Context: an optimization exercise on an open-source flow, tuned for small area, a short achievable clock period and few clock cycles per item. The choices shown serve that exercise and are no tape-out recipe.
RTL that was checked went through simulation tests only; none was proved equivalent to the original.
Power is estimated from default activity; no workload was simulated.

Setup of oak:
==> flow/design.v <==
module m17_viterbi (
    input  wire         clk,
    input  wire         rst,         
    input  wire         in_valid,
    output wire         in_ready,
    input  wire         in_scheme,   
    input  wire [4:0]   in_len,      
    input  wire [407:0] in_data,     
    output reg          out_valid,
    output wire [239:0] out_data     
);
    localparam NS  = 64;             
    localparam NB  = NS / 8;         
    localparam R   = 403;            
    localparam MW  = 5;              
    localparam [2:0] S_IDLE = 3'd0, S_RUN = 3'd1, S_MOVE = 3'd2,
                     S_FLR  = 3'd3, S_REW = 3'd4;
    reg [2:0]   st;
    reg         rdy;                 
    reg         sch;
    reg [4:0]   len;
    reg [7:0]   t;                   
    reg [7:0]   tlast;               
    reg [4:0]   col;                 
    reg [8:0]   qpos;                
    reg [R-1:0] cb;                  
    reg         fb;                  
    reg         fail;                
    reg [7:0]   plo;                 
    reg [3:0]   mst;                 
    reg [1:0]   mcnt;
    assign in_ready = rdy;
    reg p1;
    always @* begin
        if (sch == 1'b0) begin
            p1 = ~col[0];
        end else begin
            case (col)
                5'd2, 5'd5, 5'd8, 5'd11, 5'd14, 5'd17, 5'd19: p1 = 1'b0;
                default: p1 = 1'b1;
            endcase
        end
    end
    wire sym0 = cb[R-1];
    wire sym1 = cb[R-2];
    wire [1:0] bm00 = {1'b0, sym0}        + {1'b0, p1 & sym1};
    wire [1:0] bm01 = {1'b0, sym0}        + {1'b0, p1 & ~sym1};
    wire [1:0] bm10 = {1'b0, ~sym0}       + {1'b0, p1 & sym1};
    wire [1:0] bm11 = {1'b0, ~sym0}       + {1'b0, p1 & ~sym1};
    function [1:0] bmsel(input e0, input e1, input [1:0] a, input [1:0] b,
                         input [1:0] c, input [1:0] d);
        case ({e0, e1})
            2'b00: bmsel = a;
            2'b01: bmsel = b;
            2'b10: bmsel = c;
            default: bmsel = d;
        endcase
    endfunction
    reg [MW-1:0] pm [0:15];
    reg [MW-1:0] npm [0:15];
    reg [15:0]   dec;
    reg          warm;               
    integer sp;
    reg [4:0]    rg;
    reg          e0, e1;
    reg [MW-1:0] m0, m1, dm;
    always @* begin
        for (sp = 0; sp < 16; sp = sp + 1) begin
            rg = {1'b0, sp[3:0]};
            e0 = rg[4] ^ rg[3] ^ rg[0];
            e1 = rg[4] ^ rg[2] ^ rg[1] ^ rg[0];
            m0 = pm[sp >> 1]
               + {3'b000, bmsel(e0, e1, bm00, bm01, bm10, bm11)};
            m1 = pm[(sp >> 1) | 8]
               + {3'b000, bmsel(~e0, ~e1, bm00, bm01, bm10, bm11)};
            dm = m1 - m0;
            dec[sp] = warm & dm[MW-1];
            npm[sp] = dec[sp] ? m1 : m0;
        end
    end
    reg [15:0]   dec_r;
    reg [NS-1:0] pth [0:15];
    integer s2;
    always @(posedge clk) begin
        for (s2 = 0; s2 < 16; s2 = s2 + 1)
            pth[s2] <= dec_r[s2] ? {pth[(s2 >> 1) | 8][NS-2:0], 1'b1}
                                 : {pth[s2 >> 1][NS-2:0], 1'b0};
    end
    reg        xv, cv;
    reg [7:0]  xt;
    reg signed [9:0] ck;
    reg signed [9:0] lim;            
    wire [15:0] oldest;
    genvar gs;
    generate
        for (gs = 0; gs < 16; gs = gs + 1) begin : g_old
            assign oldest[gs] = pth[gs][NS-3];
        end
    endgenerate
    wire agree = (oldest == 16'h0000) | (oldest == 16'hffff);
    wire c_in  = cv & ~ck[9] & (ck < lim);
    wire c_wr  = c_in & agree;
    wire c_bad = c_in & ~agree & ~fb;
    reg          fl_req;             
    reg          fl_req_fin;
    reg [4:0]    fl_req_top;
    reg [NS-1:0] fl;
    reg          fl_busy, fl_fin;
    reg [3:0]    fl_cnt;
    reg signed [5:0] fl_byte;
    reg  [239:0] ob;
    assign out_data = ob;
    reg          clr;
    reg  [29:0]  w_byte;
    reg  [7:0]   w_lane;
    reg  [7:0]   w_data;
    integer jb;
    always @* begin
        w_byte = 30'd0;
        w_lane = 8'd0;
        w_data = 8'd0;
        if (clr) begin
            w_byte = {30{1'b1}};
            w_lane = 8'hff;
        end else if (fl_busy) begin
            for (jb = 0; jb < 30; jb = jb + 1)
                if (fl_byte == jb) w_byte[jb] = 1'b1;
            w_lane = 8'hff;
            w_data = fl[7:0];
        end else if (c_wr) begin
            for (jb = 0; jb < 30; jb = jb + 1)
                if (ck[7:3] == jb) w_byte[jb] = 1'b1;
            w_lane[~ck[2:0]] = 1'b1;
            w_data = {8{oldest[0]}};
        end
    end
    integer jo;
    always @(posedge clk) begin
        for (jo = 0; jo < 240; jo = jo + 1)
            if (w_byte[jo / 8] & w_lane[jo % 8])
                ob[jo] <= w_data[jo % 8];
    end
    wire last   = (t == tlast);
    wire last1  = (t == tlast - 8'd1);
    wire chk    = (t + 8'd3 <= tlast);       
    wire fail_n = fail | c_bad;
    wire [4:0] col_max = sch ? 5'd19 : 5'd29;
    wire [1:0] qinc  = (st == S_RUN) ? (p1 ? 2'd2 : 2'd1)
                     : ((qpos == R - 1) ? 2'd1 : 2'd2);
    wire [9:0] qsum  = {1'b0, qpos} + {8'd0, qinc};
    wire [8:0] qnext = (qsum >= R) ? qsum - R : qsum[8:0];
    wire       rot1  = (qinc == 2'd1);
    wire signed [9:0] jnext = $signed({2'b00, tlast}) - (NS - 8);
    wire       fb_fin = $signed({2'b00, tlast}) - (NS - 1) <= $signed({2'b00, plo});
    reg        fl_req1;
    integer i;
    always @(posedge clk) begin
        if (rdy) begin
            for (i = 0; i < R; i = i + 1)
                cb[R-1-i] <= in_data[8*(i/8) + 7 - (i%8)];
            qpos <= 9'd0;
        end else begin
            cb   <= rot1 ? {cb[R-2:0], cb[R-1]} : {cb[R-3:0], cb[R-1:R-2]};
            qpos <= qnext;
        end
        for (i = 0; i < 16; i = i + 1)
            pm[i] <= npm[i];
        dec_r <= dec;
        xv    <= 1'b0;
        xt    <= t;
        cv    <= xv;
        ck    <= $signed({2'b00, xt}) - (NS + 1);
        if (c_bad && !fail) plo <= ck[7:0];
        fail  <= fail_n;
        fl_req1 <= 1'b0;
        fl_req  <= fl_req1 | (st == S_FLR);
        if (fl_req) begin
            fl      <= pth[0];
            fl_busy <= 1'b1;
            fl_fin  <= fl_req_fin;
            fl_cnt  <= NB - 1;
            fl_byte <= {1'b0, fl_req_top};
            mst     <= {pth[0][NS-5], pth[0][NS-6], pth[0][NS-7], pth[0][NS-8]};
        end else begin
            fl      <= fl >> 8;
            fl_byte <= fl_byte - 6'sd1;
            fl_cnt  <= fl_cnt - 4'd1;
            if (fl_cnt == 4'd0) fl_busy <= 1'b0;
        end
        out_valid <= fl_busy & fl_fin & (fl_cnt == 4'd0);
        clr       <= fl_busy & fl_fin & (fl_cnt == 4'd0);
        case (st)
            S_IDLE: begin
                t    <= 8'd0;
                col  <= 5'd0;
                warm <= 1'b0;
                if (in_valid) begin
                    sch   <= in_scheme;
                    len   <= in_len;
                    tlast <= {in_len, 3'b000} + 8'd3;
                    lim   <= $signed({2'b00, in_len, 3'b000}) - NS;
                    fail  <= 1'b0;
                    fb    <= 1'b0;
                    rdy   <= 1'b0;
                    st    <= S_RUN;
                end
            end
            S_RUN: begin
                xv   <= chk;
                t    <= t + 8'd1;
                col  <= (col == col_max) ? 5'd0 : col + 5'd1;
                if (t == 8'd3) warm <= 1'b1;
                rdy  <= last1 & ~fb & ~fail_n;
                if (last) begin
                    t    <= 8'd0;
                    col  <= 5'd0;
                    warm <= 1'b0;
                    if (!fb) begin
                        fl_req1    <= 1'b1;
                        fl_req_top <= len - 5'd1;
                        fl_req_fin <= rdy;
                        if (rdy) begin
                            if (in_valid) begin
                                sch   <= in_scheme;
                                len   <= in_len;
                                tlast <= {in_len, 3'b000} + 8'd3;
                                lim   <= $signed({2'b00, in_len, 3'b000}) - NS;
                                fail  <= 1'b0;
                                rdy   <= 1'b0;
                            end else begin
                                rdy   <= 1'b1;
                                st    <= S_IDLE;
                            end
                        end else begin
                            fb    <= 1'b1;
                            tlast <= {len, 3'b000} - (NS - 7);
                            st    <= S_REW;
                        end
                    end else begin
                        mcnt <= 2'd0;
                        st   <= S_MOVE;
                    end
                end
            end
            S_MOVE: begin
                dec_r <= {16{mst[3]}};
                mst   <= {mst[2:0], 1'b0};
                mcnt  <= mcnt + 2'd1;
                if (mcnt == 2'd3) st <= S_FLR;
            end
            S_FLR: begin
                fl_req_top <= tlast[7:3];
                fl_req_fin <= fb_fin;
                if (fb_fin) begin
                    rdy <= 1'b1;
                    st  <= S_IDLE;
                end else begin
                    tlast <= jnext[7:0];
                    st    <= S_REW;
                end
            end
            S_REW: begin
                if (qnext == 9'd0) st <= S_RUN;
            end
            default: st <= S_IDLE;
        endcase
        if (rst) begin
            st        <= S_IDLE;
            rdy       <= 1'b1;
            fl_busy   <= 1'b0;
            fl_req    <= 1'b0;
            fl_req1   <= 1'b0;
            out_valid <= 1'b0;
            clr       <= 1'b1;
            xv        <= 1'b0;
            cv        <= 1'b0;
        end
    end
endmodule
make LEC_CHECK=0 CAP_MARGIN=20 CORE_MARGIN=2 CORE_UTILIZATION=40 SLEW_MARGIN=20 finish   # period 8.0 ns
run.sh (not shown) runs the stock make flow with config.mk's settings and CLKGATE_MAP_FILE= SYNTH_SCRIPT=/design/flow/synth_recipe.tcl, a recipe that flattens the netlist after the stock synthesis.
Input changes introduced in pine (baseline for comparison: oak):
-- flow/design.v --
<<< oak, line 89
    reg        xv, cv;
    reg [7:0]  xt;
    reg signed [9:0] ck;
    reg signed [9:0] lim;            
    wire [15:0] oldest;
    genvar gs;
>>> pine, line 89
    reg        xv, cv;
    reg [7:0]  xt;
    reg [9:0]  ck;               
    reg [9:0]  lim;                        
    wire [15:0] oldest;
    genvar gs;
<<< oak, line 99
    endgenerate
    wire agree = (oldest == 16'h0000) | (oldest == 16'hffff);
    wire c_in  = cv & ~ck[9] & (ck < lim);
    wire c_wr  = c_in & agree;
    wire c_bad = c_in & ~agree & ~fb;
>>> pine, line 99
    endgenerate
    wire agree = (oldest == 16'h0000) | (oldest == 16'hffff);
    wire c_in  = cv & ~ck[9] & ~lim[9] & (ck[8:0] < lim[8:0]);
    wire c_wr  = c_in & agree;
    wire c_bad = c_in & ~agree & ~fb;
<<< oak, line 108
    reg          fl_busy, fl_fin;
    reg [3:0]    fl_cnt;
    reg signed [5:0] fl_byte;
    reg  [239:0] ob;
    assign out_data = ob;
>>> pine, line 108
    reg          fl_busy, fl_fin;
    reg [3:0]    fl_cnt;
    reg [5:0]  fl_byte;        
    reg  [239:0] ob;
    assign out_data = ob;
<<< oak, line 151
    wire [8:0] qnext = (qsum >= R) ? qsum - R : qsum[8:0];
    wire       rot1  = (qinc == 2'd1);
    wire signed [9:0] jnext = $signed({2'b00, tlast}) - (NS - 8);
    wire       fb_fin = $signed({2'b00, tlast}) - (NS - 1) <= $signed({2'b00, plo});
    reg        fl_req1;
    integer i;
>>> pine, line 151
    wire [8:0] qnext = (qsum >= R) ? qsum - R : qsum[8:0];
    wire       rot1  = (qinc == 2'd1);
    wire [9:0] jnext = {2'b00, tlast} - (NS - 8);
    wire [9:0] jlow  = {2'b00, tlast} - (NS - 1);
    wire       fb_fin = jlow[9] | (jlow[8:0] <= {1'b0, plo});
    reg        fl_req1;
    integer i;
<<< oak, line 170
        xt    <= t;
        cv    <= xv;
        ck    <= $signed({2'b00, xt}) - (NS + 1);
        if (c_bad && !fail) plo <= ck[7:0];
        fail  <= fail_n;
>>> pine, line 171
        xt    <= t;
        cv    <= xv;
        ck    <= {2'b00, xt} - (NS + 1);
        if (c_bad && !fail) plo <= ck[7:0];
        fail  <= fail_n;
<<< oak, line 184
        end else begin
            fl      <= fl >> 8;
            fl_byte <= fl_byte - 6'sd1;
            fl_cnt  <= fl_cnt - 4'd1;
            if (fl_cnt == 4'd0) fl_busy <= 1'b0;
>>> pine, line 185
        end else begin
            fl      <= fl >> 8;
            fl_byte <= fl_byte - 6'd1;
            fl_cnt  <= fl_cnt - 4'd1;
            if (fl_cnt == 4'd0) fl_busy <= 1'b0;
<<< oak, line 199
                    len   <= in_len;
                    tlast <= {in_len, 3'b000} + 8'd3;
                    lim   <= $signed({2'b00, in_len, 3'b000}) - NS;
                    fail  <= 1'b0;
                    fb    <= 1'b0;
>>> pine, line 200
                    len   <= in_len;
                    tlast <= {in_len, 3'b000} + 8'd3;
                    lim   <= {2'b00, in_len, 3'b000} - NS;
                    fail  <= 1'b0;
                    fb    <= 1'b0;
<<< oak, line 225
                                len   <= in_len;
                                tlast <= {in_len, 3'b000} + 8'd3;
                                lim   <= $signed({2'b00, in_len, 3'b000}) - NS;
                                fail  <= 1'b0;
                                rdy   <= 1'b0;
>>> pine, line 226
                                len   <= in_len;
                                tlast <= {in_len, 3'b000} + 8'd3;
                                lim   <= {2'b00, in_len, 3'b000} - NS;
                                fail  <= 1'b0;
                                rdy   <= 1'b0;
### Flow results
- pine -> oak: total setup violations reported at the end of the flow delta 0, exact match
- The fraction of the core area covered by cells at the end of the flow in pine was higher than what oak gave.
- Sequential cell fraction of total power (pine over oak): increase, 0.8 points
- Compared with oak, in pine area share of buffers outside the clock network higher; starting density of the core roughly the same; cell area lower; critical path arrival lower.
- pine ends up with higher slew of the pin with the lowest slew margin than oak does.
- A critical-path cell with the highest stage delay of edfxtp_1 is what pine shows, while ha_1 belongs to oak.
- Changes observed in pine relative to oak: routed length on met3 fell by about 10%, total vias in the final route decreased 0.53%.
Testbench counts of pine, summed over its fixed seeds: cycles 35,568, items 192.
For oak, only the layout was checked, not whether the RTL still works.

## what the ideal ports hide
The results above use ideal ports. As a check the final layouts listed here were re-extracted and re-timed, cells and wires unchanged.
Step 1 sets driving cells, clkbuf_16 on the clock port and buf_2 on the other inputs (assumed; they add their load-dependent delay and slew).
Step 2 adds t to the input delays and takes it off the output delays; t is the mean of the earliest and latest rising clock arrival at the registers after step 1. Input paths then give back, and output paths get back, about the clock's delay inside the block.
Three values: ideal, step 1, step 2; two values: the first two.
run | t, ns | setup WS [ns] | hold slack, ns | latest minus earliest clock arrival (ns) | pins driven straight from the clock port
oak | 0.912 | 2.630 / 2.630 / 2.630 | 0.411 / 0.411 / 0.411 | 0.052 / 0.052 | 1
pine | 0.869 | 2.705 / 2.705 / 2.705 | 0.407 / 0.407 / 0.407 | 0.095 / 0.095 | 1
After both steps setup and hold are still met in every run listed.
